From an optimization exercise on the open Yosys and OpenROAD flow, aimed at small area, a short achievable clock period and few clock cycles per item; shortcuts taken in it are not production practice.
At most, simulation tests tie the RTL to the original design; equivalence was not proved.
The flow treats the clock pin as an ideal source, which a real chip does not have.

==> inputs of 07-23 <==
==> flow/design.v <==
module mnet_crc_step (
    input  wire [15:0] crc_in,
    input  wire [7:0]  data,
    output reg  [15:0] crc_out
);
    integer i;
    always @(*) begin
        crc_out = crc_in ^ {data, 8'h00};
        for (i = 0; i < 8; i = i + 1) begin
            if (crc_out[15])
                crc_out = {crc_out[14:0], 1'b0} ^ 16'h1021;
            else
                crc_out = {crc_out[14:0], 1'b0};
        end
    end
endmodule
module mnet_tx (
    input  wire        clk,
    input  wire        rst,
    input  wire [47:0] key,
    input  wire [3:0]  klast,
    input  wire        hdr_valid,
    output wire        hdr_ready,
    input  wire [7:0]  hdr_dst,
    input  wire [7:0]  hdr_src,
    input  wire [15:0] hdr_type,
    input  wire [7:0]  hdr_len,
    input  wire        hdr_obf,
    input  wire        pl_valid,
    output wire        pl_ready,
    input  wire [7:0]  pl_data,
    output reg         line_valid,
    input  wire        line_ready,
    output reg  [7:0]  line_data
);
    reg        s_idle, s_soh, s_hdr, s_pl, s_crch, s_crcl, s_eot;
    reg [39:0] hsr;       
    reg [7:0]  cnt;       
    reg [2:0]  idx;       
    reg        obf;
    reg [15:0] crc;
    reg        esc;       
    reg        pv;        
    reg [5:0]  ki;        
    reg [7:0]  skid;
    reg        sv;
    reg        pl_rdy;
    wire [7:0] b = hsr[39:32];
    assign hdr_ready = s_idle;
    assign pl_ready  = pl_rdy;
    wire [7:0] key_byte = ({8{ki[0]}} & key[7:0])   | ({8{ki[1]}} & key[15:8]) |
                          ({8{ki[2]}} & key[23:16]) | ({8{ki[3]}} & key[31:24]) |
                          ({8{ki[4]}} & key[39:32]) | ({8{ki[5]}} & key[47:40]);
    wire ki_wrap = |(ki[5:2] & klast);
    wire hdr_take = s_idle && hdr_valid;
    wire pl_take  = pl_valid && pl_rdy;
    wire take     = line_valid && line_ready;
    wire s_body = s_hdr || s_pl;
    wire s_crc  = s_crch || s_crcl;
    wire has  = esc || !(s_idle && !hdr_valid) && !(s_pl && !pv);
    wire gen  = !sv && has;
    wire adv  = gen && !esc;                  
    wire bgen = adv && s_body;                
    wire [7:0] g = esc ? 8'hFF :
                   s_body ? b :
                   s_crch ? crc[15:8] :
                   s_crcl ? crc[7:0] :
                   s_eot ? 8'h04 : 8'h01;
    wire is_ff = s_crch ? (crc[15:8] == 8'hFF) : s_crcl ? (crc[7:0] == 8'hFF) : (b == 8'hFF);
    wire [15:0] crc_next;
    mnet_crc_step u_crc (.crc_in(crc), .data(b), .crc_out(crc_next));
    wire cnt_zero = (cnt == 8'd0);
    wire cnt_one  = (cnt == 8'd1);
    wire cnt_two  = (cnt == 8'd2);
    wire hdr_last = s_hdr && idx[2];
    wire pl_last  = s_pl && cnt_one;
    wire n_idle = s_idle ? !hdr_valid : (s_eot && adv);
    wire n_soh  = s_idle ? hdr_valid && !gen : (s_soh && !adv);
    wire n_hdr  = (s_idle && gen) || (s_soh && adv) || (s_hdr && !(adv && idx[2]));
    wire n_pl   = (adv && hdr_last && !cnt_zero) || (s_pl && !(adv && cnt_one));
    wire n_crch = (adv && hdr_last && cnt_zero) || (adv && pl_last) || (s_crch && !adv);
    wire n_crcl = (adv && s_crch) || (s_crcl && !adv);
    wire n_eot  = (adv && s_crcl) || (s_eot && !adv);
    wire esc_n  = gen ? !esc && (s_body || s_crc) && is_ff : esc;
    wire pv_n   = pl_take || (pv && !(adv && s_pl));
    wire sv_n   = !take && (sv || (line_valid && gen));
    wire [2:0] idx_n = hdr_take ? 3'd0 : (adv && s_hdr) ? idx + 3'd1 : idx;
    wire cnt_n_nz  = !(cnt_zero || (cnt_one && adv && s_pl));
    wire cnt_n_gt1 = !(cnt_zero || cnt_one || (cnt_two && adv && s_pl));
    wire b_sent_n = !esc_n && !sv_n;
    always @(posedge clk) begin
        if (rst) begin
            s_idle     <= 1'b1;
            s_soh      <= 1'b0;
            s_hdr      <= 1'b0;
            s_pl       <= 1'b0;
            s_crch     <= 1'b0;
            s_crcl     <= 1'b0;
            s_eot      <= 1'b0;
            esc        <= 1'b0;
            pv         <= 1'b0;
            sv         <= 1'b0;
            line_valid <= 1'b0;
            pl_rdy     <= 1'b0;
        end else begin
            s_idle     <= n_idle;
            s_soh      <= n_soh;
            s_hdr      <= n_hdr;
            s_pl       <= n_pl;
            s_crch     <= n_crch;
            s_crcl     <= n_crcl;
            s_eot      <= n_eot;
            esc        <= esc_n;
            pv         <= pv_n;
            sv         <= sv_n;
            line_valid <= (line_valid && !line_ready) || sv || gen;
            pl_rdy     <= (n_hdr && idx_n[2] && !cnt_zero && b_sent_n) ||
                          (n_pl && (pv_n ? cnt_n_gt1 && b_sent_n : cnt_n_nz));
        end
    end
    wire [7:0] chain = s_pl ? b : 8'h00;
    always @(posedge clk) begin
        if (hdr_take) begin
            hsr <= {hdr_dst, hdr_src, hdr_type, hdr_len};
            cnt <= hdr_len;
            obf <= hdr_obf && (klast != 4'd0);
            crc <= 16'h0000;
            ki  <= 6'd1;
        end else begin
            if (pl_take)
                hsr[39:32] <= obf ? (pl_data ^ key_byte ^ chain) : pl_data;
            else if (bgen && s_hdr)
                hsr[39:32] <= hsr[31:24];
            if (bgen && s_hdr)
                hsr[31:0] <= {hsr[23:0], 8'h00};
            if (bgen && s_pl)
                cnt <= cnt - 8'd1;
            if (bgen)
                crc <= crc_next;
            if (pl_take)
                ki <= ki_wrap ? 6'd1 : {ki[4:0], 1'b0};
        end
        idx <= idx_n;
        if (!line_valid || take)
            line_data <= sv ? skid : g;
        if (line_valid && !take && gen)
            skid <= g;
    end
endmodule
module mnet_rx (
    input  wire        clk,
    input  wire        rst,
    input  wire [47:0] key,
    input  wire [3:0]  klast,
    input  wire        line_valid,
    input  wire [7:0]  line_data,
    input  wire        obf_in,
    output reg         out_valid,
    output reg  [7:0]  out_data,
    output reg         out_end,
    output wire [7:0]  out_status
);
    wire       iv      = line_valid;
    wire [7:0] id      = line_data;
    wire       id_ff   = (line_data == 8'hFF);
    wire       id_soh  = (line_data == 8'h01);
    wire       id_eot  = (line_data == 8'h04);
    wire       id_zero = (line_data == 8'h00);
    reg        p_hunt, p_hdr, p_pay, p_crc0, p_crc1, p_term;
    reg        esc;
    reg [7:0]  cnt;
    reg [15:0] crc;
    reg        obf;
    reg [7:0]  prev;
    reg [5:0]  ki;        
    reg        st_bad;    
    reg        st_crc;
    assign out_status = {6'd0, st_bad, st_crc};
    wire [7:0] key_byte = ({8{ki[0]}} & key[7:0])   | ({8{ki[1]}} & key[15:8]) |
                          ({8{ki[2]}} & key[23:16]) | ({8{ki[3]}} & key[31:24]) |
                          ({8{ki[4]}} & key[39:32]) | ({8{ki[5]}} & key[47:40]);
    wire ki_wrap = |(ki[5:2] & klast);
    wire [15:0] crc_next;
    mnet_crc_step u_crc (.crc_in(crc), .data(id), .crc_out(crc_next));
    wire body   = p_hdr || p_pay || p_crc0 || p_crc1;
    wire acc    = iv && body && (esc ? id_ff : !id_ff);
    wire lone   = iv && body && esc && !id_ff;      
    wire crc_ok = (crc == 16'h0000);
    wire start  = iv && p_hunt && id_soh;
    wire hdr_end = acc && p_hdr && cnt[2];
    wire pay_end = acc && p_pay && (cnt == 8'd1);
    always @(posedge clk) begin
        if (rst) begin
            p_hunt    <= 1'b1;
            p_hdr     <= 1'b0;
            p_pay     <= 1'b0;
            p_crc0    <= 1'b0;
            p_crc1    <= 1'b0;
            p_term    <= 1'b0;
            out_valid <= 1'b0;
            out_end   <= 1'b0;
        end else begin
            out_valid <= acc;
            out_end   <= (iv && p_term) || lone;
            p_hunt    <= (p_hunt && !start) || (iv && p_term) || lone;
            p_hdr     <= start || (p_hdr && !lone && !hdr_end);
            p_pay     <= (hdr_end && !id_zero) || (p_pay && !lone && !pay_end);
            p_crc0    <= (hdr_end && id_zero) || pay_end || (p_crc0 && !lone && !acc);
            p_crc1    <= (p_crc0 && acc) || (p_crc1 && !lone && !acc);
            p_term    <= (p_crc1 && acc) || (p_term && !iv);
        end
    end
    always @(posedge clk) begin
        out_data <= (p_pay && obf) ? (id ^ key_byte ^ prev) : id;
        st_bad   <= !(p_term && id_eot && crc_ok);
        st_crc   <= p_term && id_eot && !crc_ok;
        if (p_hunt) begin
            esc  <= 1'b0;
            cnt  <= 8'd0;
            crc  <= 16'h0000;
            obf  <= obf_in && (klast != 4'd0);
            prev <= 8'h00;
            ki   <= 6'd1;
        end else if (iv) begin
            esc <= !esc && id_ff;
            if (acc) begin
                crc <= crc_next;
                if (p_hdr)
                    cnt <= cnt[2] ? id : cnt + 8'd1;
                if (p_pay) begin
                    cnt  <= cnt - 8'd1;
                    prev <= id;
                    ki   <= ki_wrap ? 6'd1 : {ki[4:0], 1'b0};
                end
            end
        end
    end
endmodule
module mnet_codec (
    input  wire        clk,
    input  wire        rst,
    input  wire        key_wr,
    input  wire [2:0]  key_len,
    input  wire [47:0] key_data,
    input  wire        tx_hdr_valid,
    output wire        tx_hdr_ready,
    input  wire [7:0]  tx_dst,
    input  wire [7:0]  tx_src,
    input  wire [15:0] tx_type,
    input  wire [7:0]  tx_len,
    input  wire        tx_obf,
    input  wire        tx_pl_valid,
    output wire        tx_pl_ready,
    input  wire [7:0]  tx_pl_data,
    output wire        line_tx_valid,
    input  wire        line_tx_ready,
    output wire [7:0]  line_tx_data,
    input  wire        line_rx_valid,
    input  wire [7:0]  line_rx_data,
    input  wire        rx_obf,
    output wire        rx_valid,
    output wire [7:0]  rx_data,
    output wire        rx_end,
    output wire [7:0]  rx_status
);
    reg [47:0] key;
    reg [3:0]  klast;
    wire key_ok = key_wr && (key_len[2] ? (key_len[1:0] != 2'd3) : (key_len[1:0] == 2'd3));
    always @(posedge clk) begin
        if (rst)
            klast <= 4'd0;
        else if (key_ok)
            klast <= {key_len == 3'd6, key_len == 3'd5, key_len == 3'd4, key_len == 3'd3};
    end
    always @(posedge clk) begin
        if (key_ok)
            key <= key_data;
    end
    mnet_tx u_tx (
        .clk       (clk),
        .rst       (rst),
        .key       (key),
        .klast     (klast),
        .hdr_valid (tx_hdr_valid),
        .hdr_ready (tx_hdr_ready),
        .hdr_dst   (tx_dst),
        .hdr_src   (tx_src),
        .hdr_type  (tx_type),
        .hdr_len   (tx_len),
        .hdr_obf   (tx_obf),
        .pl_valid  (tx_pl_valid),
        .pl_ready  (tx_pl_ready),
        .pl_data   (tx_pl_data),
        .line_valid(line_tx_valid),
        .line_ready(line_tx_ready),
        .line_data (line_tx_data)
    );
    mnet_rx u_rx (
        .clk       (clk),
        .rst       (rst),
        .key       (key),
        .klast     (klast),
        .line_valid(line_rx_valid),
        .line_data (line_rx_data),
        .obf_in    (rx_obf),
        .out_valid (rx_valid),
        .out_data  (rx_data),
        .out_end   (rx_end),
        .out_status(rx_status)
    );
endmodule
==> flow/flow/run.sh <==
#!/bin/bash
# The standard layout, with plain buf_1 cells as the port buffers (the
# standard flow picks a delay buffer); ORFS's repair resizes them as needed.
set -euo pipefail
export BUFFER_PORTS_ARGS="-buffer_cell sky130_fd_sc_hd__buf_1"
bash standard.sh > standard.log 2>&1
==> flow/standard.sh <==
#!/bin/bash
# synth_recipe.tcl (not shown) runs the flow's synth.tcl, then flattens the netlist and writes it again
# the make line also repeats each setting of config.mk as NAME=value (left out here)
make -C /OpenROAD-flow-scripts/flow DESIGN_CONFIG=/design/flow/config.mk WORK_HOME=/design/flow/orfs CLKGATE_MAP_FILE= SYNTH_SCRIPT=/design/flow/synth_recipe.tcl "${@:-finish}"
==> flow/config.mk <==
export PLATFORM = sky130hd
export DESIGN_NAME = mnet_codec
export DESIGN_NICKNAME = mnet_codec
export VERILOG_FILES = /design/flow/design.v
export SDC_FILE = /design/flow/constraint.sdc
export NUM_CORES = 4
export LEC_CHECK = 0
export ABC_CLOCK_PERIOD_IN_PS = 2000
export CAP_MARGIN = 20
export CORE_MARGIN = 2
export CORE_UTILIZATION = 60
export CTS_CLUSTER_SIZE = 30
export SETUP_SLACK_MARGIN = 2.5
export SLEW_MARGIN = 20
==> flow/constraint.sdc <==
create_clock -name core_clock -period 4.5 [get_ports {clk}]
set_input_delay 0.9000 -clock core_clock [delete_from_list [all_inputs] [get_ports {clk}]]
set_output_delay 0.9000 -clock core_clock [all_outputs]
set_load 0.01 [all_outputs]
==> 04-04 (differences from 07-23) <==
--- a/flow/design.v
+++ b/flow/design.v
@@ -63,10 +63,9 @@
     wire bgen = adv && s_body;                
     wire [7:0] g = esc ? 8'hFF :
                    s_body ? b :
-                   s_crch ? crc[15:8] :
-                   s_crcl ? crc[7:0] :
+                   s_crc ? crc[15:8] :
                    s_eot ? 8'h04 : 8'h01;
-    wire is_ff = s_crch ? (crc[15:8] == 8'hFF) : s_crcl ? (crc[7:0] == 8'hFF) : (b == 8'hFF);
+    wire is_ff = s_crc ? (crc[15:8] == 8'hFF) : (b == 8'hFF);
     wire [15:0] crc_next;
     mnet_crc_step u_crc (.crc_in(crc), .data(b), .crc_out(crc_next));
     wire cnt_zero = (cnt == 8'd0);
@@ -84,10 +83,14 @@
     wire esc_n  = gen ? !esc && (s_body || s_crc) && is_ff : esc;
     wire pv_n   = pl_take || (pv && !(adv && s_pl));
     wire sv_n   = !take && (sv || (line_valid && gen));
-    wire [2:0] idx_n = hdr_take ? 3'd0 : (adv && s_hdr) ? idx + 3'd1 : idx;
+    wire [2:0] idx_n = s_idle ? 3'd0 : (adv && s_hdr) ? idx + 3'd1 : idx;
     wire cnt_n_nz  = !(cnt_zero || (cnt_one && adv && s_pl));
     wire cnt_n_gt1 = !(cnt_zero || cnt_one || (cnt_two && adv && s_pl));
-    wire b_sent_n = !esc_n && !sv_n;
+    wire sv_n_rdy = !line_valid && sv;                  
+    wire sv_n_stl = sv || (line_valid && gen);          
+    wire pl_rdy_hdr = n_hdr && idx_n[2] && !cnt_zero && !esc_n;
+    wire pl_rdy_rdy = pl_rdy_hdr && !sv_n_rdy || n_pl && (pv_n ? cnt_n_gt1 && !esc_n && !sv_n_rdy : cnt_n_nz);
+    wire pl_rdy_stl = pl_rdy_hdr && !sv_n_stl || n_pl && (pv_n ? cnt_n_gt1 && !esc_n && !sv_n_stl : cnt_n_nz);
     always @(posedge clk) begin
         if (rst) begin
             s_idle     <= 1'b1;
@@ -114,13 +117,12 @@
             pv         <= pv_n;
             sv         <= sv_n;
             line_valid <= (line_valid && !line_ready) || sv || gen;
-            pl_rdy     <= (n_hdr && idx_n[2] && !cnt_zero && b_sent_n) ||
-                          (n_pl && (pv_n ? cnt_n_gt1 && b_sent_n : cnt_n_nz));
+            pl_rdy     <= line_ready ? pl_rdy_rdy : pl_rdy_stl;
         end
     end
     wire [7:0] chain = s_pl ? b : 8'h00;
     always @(posedge clk) begin
-        if (hdr_take) begin
+        if (s_idle) begin
             hsr <= {hdr_dst, hdr_src, hdr_type, hdr_len};
             cnt <= hdr_len;
             obf <= hdr_obf && (klast != 4'd0);
@@ -137,13 +139,15 @@
                 cnt <= cnt - 8'd1;
             if (bgen)
                 crc <= crc_next;
+            else if (adv && s_crch)
+                crc <= {crc[7:0], 8'h00};
             if (pl_take)
                 ki <= ki_wrap ? 6'd1 : {ki[4:0], 1'b0};
         end
         idx <= idx_n;
         if (!line_valid || take)
             line_data <= sv ? skid : g;
-        if (line_valid && !take && gen)
+        if (!sv)
             skid <= g;
     end
 endmodule
@@ -160,12 +164,10 @@
     output reg         out_end,
     output wire [7:0]  out_status
 );
-    wire       iv      = line_valid;
-    wire [7:0] id      = line_data;
-    wire       id_ff   = (line_data == 8'hFF);
-    wire       id_soh  = (line_data == 8'h01);
-    wire       id_eot  = (line_data == 8'h04);
-    wire       id_zero = (line_data == 8'h00);
+    reg        iv;
+    reg [7:0]  id;
+    reg        io;
+    reg        id_ff, id_soh, id_eot, id_zero;
     reg        p_hunt, p_hdr, p_pay, p_crc0, p_crc1, p_term;
     reg        esc;
     reg [7:0]  cnt;
@@ -191,6 +193,7 @@
     wire pay_end = acc && p_pay && (cnt == 8'd1);
     always @(posedge clk) begin
         if (rst) begin
+            iv        <= 1'b0;
             p_hunt    <= 1'b1;
             p_hdr     <= 1'b0;
             p_pay     <= 1'b0;
@@ -200,6 +203,7 @@
             out_valid <= 1'b0;
             out_end   <= 1'b0;
         end else begin
+            iv        <= line_valid;
             out_valid <= acc;
             out_end   <= (iv && p_term) || lone;
             p_hunt    <= (p_hunt && !start) || (iv && p_term) || lone;
@@ -211,6 +215,12 @@
         end
     end
     always @(posedge clk) begin
+        id       <= line_data;
+        io       <= obf_in;
+        id_ff    <= (line_data == 8'hFF);
+        id_soh   <= (line_data == 8'h01);
+        id_eot   <= (line_data == 8'h04);
+        id_zero  <= (line_data == 8'h00);
         out_data <= (p_pay && obf) ? (id ^ key_byte ^ prev) : id;
         st_bad   <= !(p_term && id_eot && crc_ok);
         st_crc   <= p_term && id_eot && !crc_ok;
@@ -218,7 +228,7 @@
             esc  <= 1'b0;
             cnt  <= 8'd0;
             crc  <= 16'h0000;
-            obf  <= obf_in && (klast != 4'd0);
+            obf  <= io && (klast != 4'd0);
             prev <= 8'h00;
             ki   <= 6'd1;
         end else if (iv) begin
==> flow/flow/run.sh (replaced) <==
#!/bin/bash
# The standard layout with two changes:
#  - plain buf_1 cells as the port buffers (the standard flow picks a delay
#    buffer); ORFS's repair resizes them as needed;
#  - after CTS, the clock tree's middle level is removed, so the root buffer
#    drives the leaf buffers directly (collapse_cts.tcl).
set -euo pipefail
export BUFFER_PORTS_ARGS="-buffer_cell sky130_fd_sc_hd__buf_1"
export RESULTS=$PWD/orfs/results/$FLOW_PLATFORM/mnet_codec/base
bash standard.sh cts > standard_cts.log 2>&1
openroad -no_init -exit flow/collapse_cts.tcl > collapse_cts.log 2>&1
touch $RESULTS/4_cts.sdc
bash standard.sh finish > standard_finish.log 2>&1
==> flow/flow/collapse_cts.tcl (new file) <==
# Make the clock tree two levels deep: the root buffer drives every leaf
# buffer directly, in place of the middle level TritonCTS builds. All leaf
# buffers stay at the same depth, so the tree stays balanced.
set results $::env(RESULTS)
read_db $results/4_cts.odb
set block [ord::get_db_block]
set clknet [$block findNet clk]
set roots {}
foreach it [$clknet getITerms] { lappend roots [$it getInst] }
if {[llength $roots] != 1} { error "clock port drives [llength $roots] cells" }
set root [lindex $roots 0]
set rootnet [[$root findITerm X] getNet]
set mids {}
foreach it [$rootnet getITerms] {
  if {[$it isOutputSignal]} continue
  set inst [$it getInst]
  if {[string match "sky130_fd_sc_hd__clkbuf_*" [[$inst getMaster] getName]]} { lappend mids $inst }
}
set n 0
foreach m $mids {
  set onet [[$m findITerm X] getNet]
  set loads {}
  foreach it [$onet getITerms] { if {![$it isOutputSignal]} { lappend loads $it } }
  set ok 1
  foreach it $loads {
    if {![string match "sky130_fd_sc_hd__clkbuf_*" [[[$it getInst] getMaster] getName]]} { set ok 0 }
  }
  if {!$ok} continue
  foreach it $loads { $it disconnect; $it connect $rootnet }
  [$m findITerm A] disconnect
  [$m findITerm X] disconnect
  odb::dbInst_destroy $m
  odb::dbNet_destroy $onet
  incr n
}
puts "root [$root getName]: removed $n middle clock buffers"
write_db $results/4_cts.odb
Settings changed: ABC_CLOCK_PERIOD_IN_PS 2000 to default, CTS_CLUSTER_DIAMETER from default to 80, CTS_CLUSTER_SIZE 30 to 20, SETUP_SLACK_MARGIN 2.5 to 2.65.
==> 12-07 (differences from 07-23) <==
--- a/flow/design.v
+++ b/flow/design.v
@@ -63,10 +63,9 @@
     wire bgen = adv && s_body;                
     wire [7:0] g = esc ? 8'hFF :
                    s_body ? b :
-                   s_crch ? crc[15:8] :
-                   s_crcl ? crc[7:0] :
+                   s_crc ? crc[15:8] :
                    s_eot ? 8'h04 : 8'h01;
-    wire is_ff = s_crch ? (crc[15:8] == 8'hFF) : s_crcl ? (crc[7:0] == 8'hFF) : (b == 8'hFF);
+    wire is_ff = s_crc ? (crc[15:8] == 8'hFF) : (b == 8'hFF);
     wire [15:0] crc_next;
     mnet_crc_step u_crc (.crc_in(crc), .data(b), .crc_out(crc_next));
     wire cnt_zero = (cnt == 8'd0);
@@ -137,6 +136,8 @@
                 cnt <= cnt - 8'd1;
             if (bgen)
                 crc <= crc_next;
+            else if (adv && s_crch)
+                crc <= {crc[7:0], 8'h00};
             if (pl_take)
                 ki <= ki_wrap ? 6'd1 : {ki[4:0], 1'b0};
         end
@@ -160,12 +161,10 @@
     output reg         out_end,
     output wire [7:0]  out_status
 );
-    wire       iv      = line_valid;
-    wire [7:0] id      = line_data;
-    wire       id_ff   = (line_data == 8'hFF);
-    wire       id_soh  = (line_data == 8'h01);
-    wire       id_eot  = (line_data == 8'h04);
-    wire       id_zero = (line_data == 8'h00);
+    reg        iv;
+    reg [7:0]  id;
+    reg        io;
+    reg        id_ff, id_soh, id_eot, id_zero;
     reg        p_hunt, p_hdr, p_pay, p_crc0, p_crc1, p_term;
     reg        esc;
     reg [7:0]  cnt;
@@ -191,6 +190,7 @@
     wire pay_end = acc && p_pay && (cnt == 8'd1);
     always @(posedge clk) begin
         if (rst) begin
+            iv        <= 1'b0;
             p_hunt    <= 1'b1;
             p_hdr     <= 1'b0;
             p_pay     <= 1'b0;
@@ -200,6 +200,7 @@
             out_valid <= 1'b0;
             out_end   <= 1'b0;
         end else begin
+            iv        <= line_valid;
             out_valid <= acc;
             out_end   <= (iv && p_term) || lone;
             p_hunt    <= (p_hunt && !start) || (iv && p_term) || lone;
@@ -211,6 +212,12 @@
         end
     end
     always @(posedge clk) begin
+        id       <= line_data;
+        io       <= obf_in;
+        id_ff    <= (line_data == 8'hFF);
+        id_soh   <= (line_data == 8'h01);
+        id_eot   <= (line_data == 8'h04);
+        id_zero  <= (line_data == 8'h00);
         out_data <= (p_pay && obf) ? (id ^ key_byte ^ prev) : id;
         st_bad   <= !(p_term && id_eot && crc_ok);
         st_crc   <= p_term && id_eot && !crc_ok;
@@ -218,7 +225,7 @@
             esc  <= 1'b0;
             cnt  <= 8'd0;
             crc  <= 16'h0000;
-            obf  <= obf_in && (klast != 4'd0);
+            obf  <= io && (klast != 4'd0);
             prev <= 8'h00;
             ki   <= 6'd1;
         end else if (iv) begin
==> flow/flow/run.sh (replaced) <==
#!/bin/bash
# The standard layout with two changes:
#  - plain buf_1 cells as the port buffers (the standard flow picks a delay
#    buffer); ORFS's repair resizes them as needed;
#  - after CTS, the clock tree's middle level is removed, so the root buffer
#    drives the leaf buffers directly (collapse_cts.tcl).
set -euo pipefail
export BUFFER_PORTS_ARGS="-buffer_cell sky130_fd_sc_hd__buf_1"
export RESULTS=$PWD/orfs/results/$FLOW_PLATFORM/mnet_codec/base
bash standard.sh cts > standard_cts.log 2>&1
openroad -no_init -exit flow/collapse_cts.tcl > collapse_cts.log 2>&1
touch $RESULTS/4_cts.sdc
bash standard.sh finish > standard_finish.log 2>&1
==> flow/flow/collapse_cts.tcl (new file) <==
# Make the clock tree two levels deep: the root buffer drives every leaf
# buffer directly, in place of the middle level TritonCTS builds. All leaf
# buffers stay at the same depth, so the tree stays balanced.
set results $::env(RESULTS)
read_db $results/4_cts.odb
set block [ord::get_db_block]
set clknet [$block findNet clk]
set roots {}
foreach it [$clknet getITerms] { lappend roots [$it getInst] }
if {[llength $roots] != 1} { error "clock port drives [llength $roots] cells" }
set root [lindex $roots 0]
set rootnet [[$root findITerm X] getNet]
set mids {}
foreach it [$rootnet getITerms] {
  if {[$it isOutputSignal]} continue
  set inst [$it getInst]
  if {[string match "sky130_fd_sc_hd__clkbuf_*" [[$inst getMaster] getName]]} { lappend mids $inst }
}
set n 0
foreach m $mids {
  set onet [[$m findITerm X] getNet]
  set loads {}
  foreach it [$onet getITerms] { if {![$it isOutputSignal]} { lappend loads $it } }
  set ok 1
  foreach it $loads {
    if {![string match "sky130_fd_sc_hd__clkbuf_*" [[[$it getInst] getMaster] getName]]} { set ok 0 }
  }
  if {!$ok} continue
  foreach it $loads { $it disconnect; $it connect $rootnet }
  [$m findITerm A] disconnect
  [$m findITerm X] disconnect
  odb::dbInst_destroy $m
  odb::dbNet_destroy $onet
  incr n
}
puts "root [$root getName]: removed $n middle clock buffers"
write_db $results/4_cts.odb
Settings changed: ABC_AREA from default to 1, ABC_CLOCK_PERIOD_IN_PS 2000 to default, CTS_CLUSTER_DIAMETER from default to 80, CTS_CLUSTER_SIZE 30 to 20, SETUP_SLACK_MARGIN 2.5 to 2.7.
==> metrics.log <==
INFO  metric worst_setup_path_endpoint = u_tx.pl_rdy
INFO  metric holdPathEnd = u_tx.skid[5]
INFO  metric worst_r2r_path_depth = 6
INFO  metric run_status = complete, no violations
INFO  metric route.detailed.wl_per_inst = 18.1 um
That was 04-04.
==> metrics.log <==
INFO  metric dp.final_hpwl = 16.0 mm
INFO  metric holdPathEnd = u_rx.prev[0]
INFO  metric initial_core_utilization = 61.9%
INFO  metric route.detailed.wl_per_inst = between 15 and 20 um
INFO  metric run_status = complete, no violations
INFO  metric worst_r2r_path_depth = 8
That was 07-23.
==> metrics.log <==
INFO  metric run_status = complete, no violations
INFO  metric holdPathEnd = u_rx.st_bad
INFO  metric route.detailed.wl_per_inst = 15.5 um
INFO  metric worst_r2r_path_depth = 3
INFO  metric largest_family_of_logic_cells_by_synthesized_area = simple AND/OR/NAND/NOR gates
That was 12-07.
Testbench counts of 04-04, summed over its fixed seeds: cycles 27,589, items 384.
Testbench counts of 12-07, summed over its fixed seeds: cycles 27,589, items 384.
Function not checked in 07-23: the RTL went through the layout flow alone.

==> port drivers added, routing unchanged <==
The results above use ideal ports. As a check the final layouts listed here were re-extracted and re-timed, cells and wires unchanged. Step 1 sets driving cells, clkbuf_16 on the clock port and buf_2 on the other inputs (assumed; they add their load-dependent delay and slew). Step 2, shift: input delay + t, output delay - t, t = (earliest + latest rising clock arrival at the registers) / 2. This alone moves slack from input paths to output paths. Three values: no drivers, after step 1, after step 2; two values: the first two.
| run | shift t [ns] | setup slack, ns | clock arrival spread, ns | slew at the worst register clock pin (ns) | cell pins on the clock port's net |
|---|---|---|---|---|---|
| 07-23 | 0.559 | 2.349 / 2.291 / 1.732 | 0.027 / 0.026 | 0.06 / 0.06 | 1 |
| 04-04 | 0.465 | 2.632 / 2.621 / 2.208 | 0.023 / 0.023 | 0.09 / 0.09 | 1 |
| 12-07 | 0.469 | 2.629 / 2.582 / 2.250 | 0.017 / 0.017 | 0.09 / 0.09 | 1 |
After both steps setup and hold are still met in every run listed. The setup slack of 07-23, which loses most, moves by -0.058 ns with the drivers and by -0.617 ns with both steps.
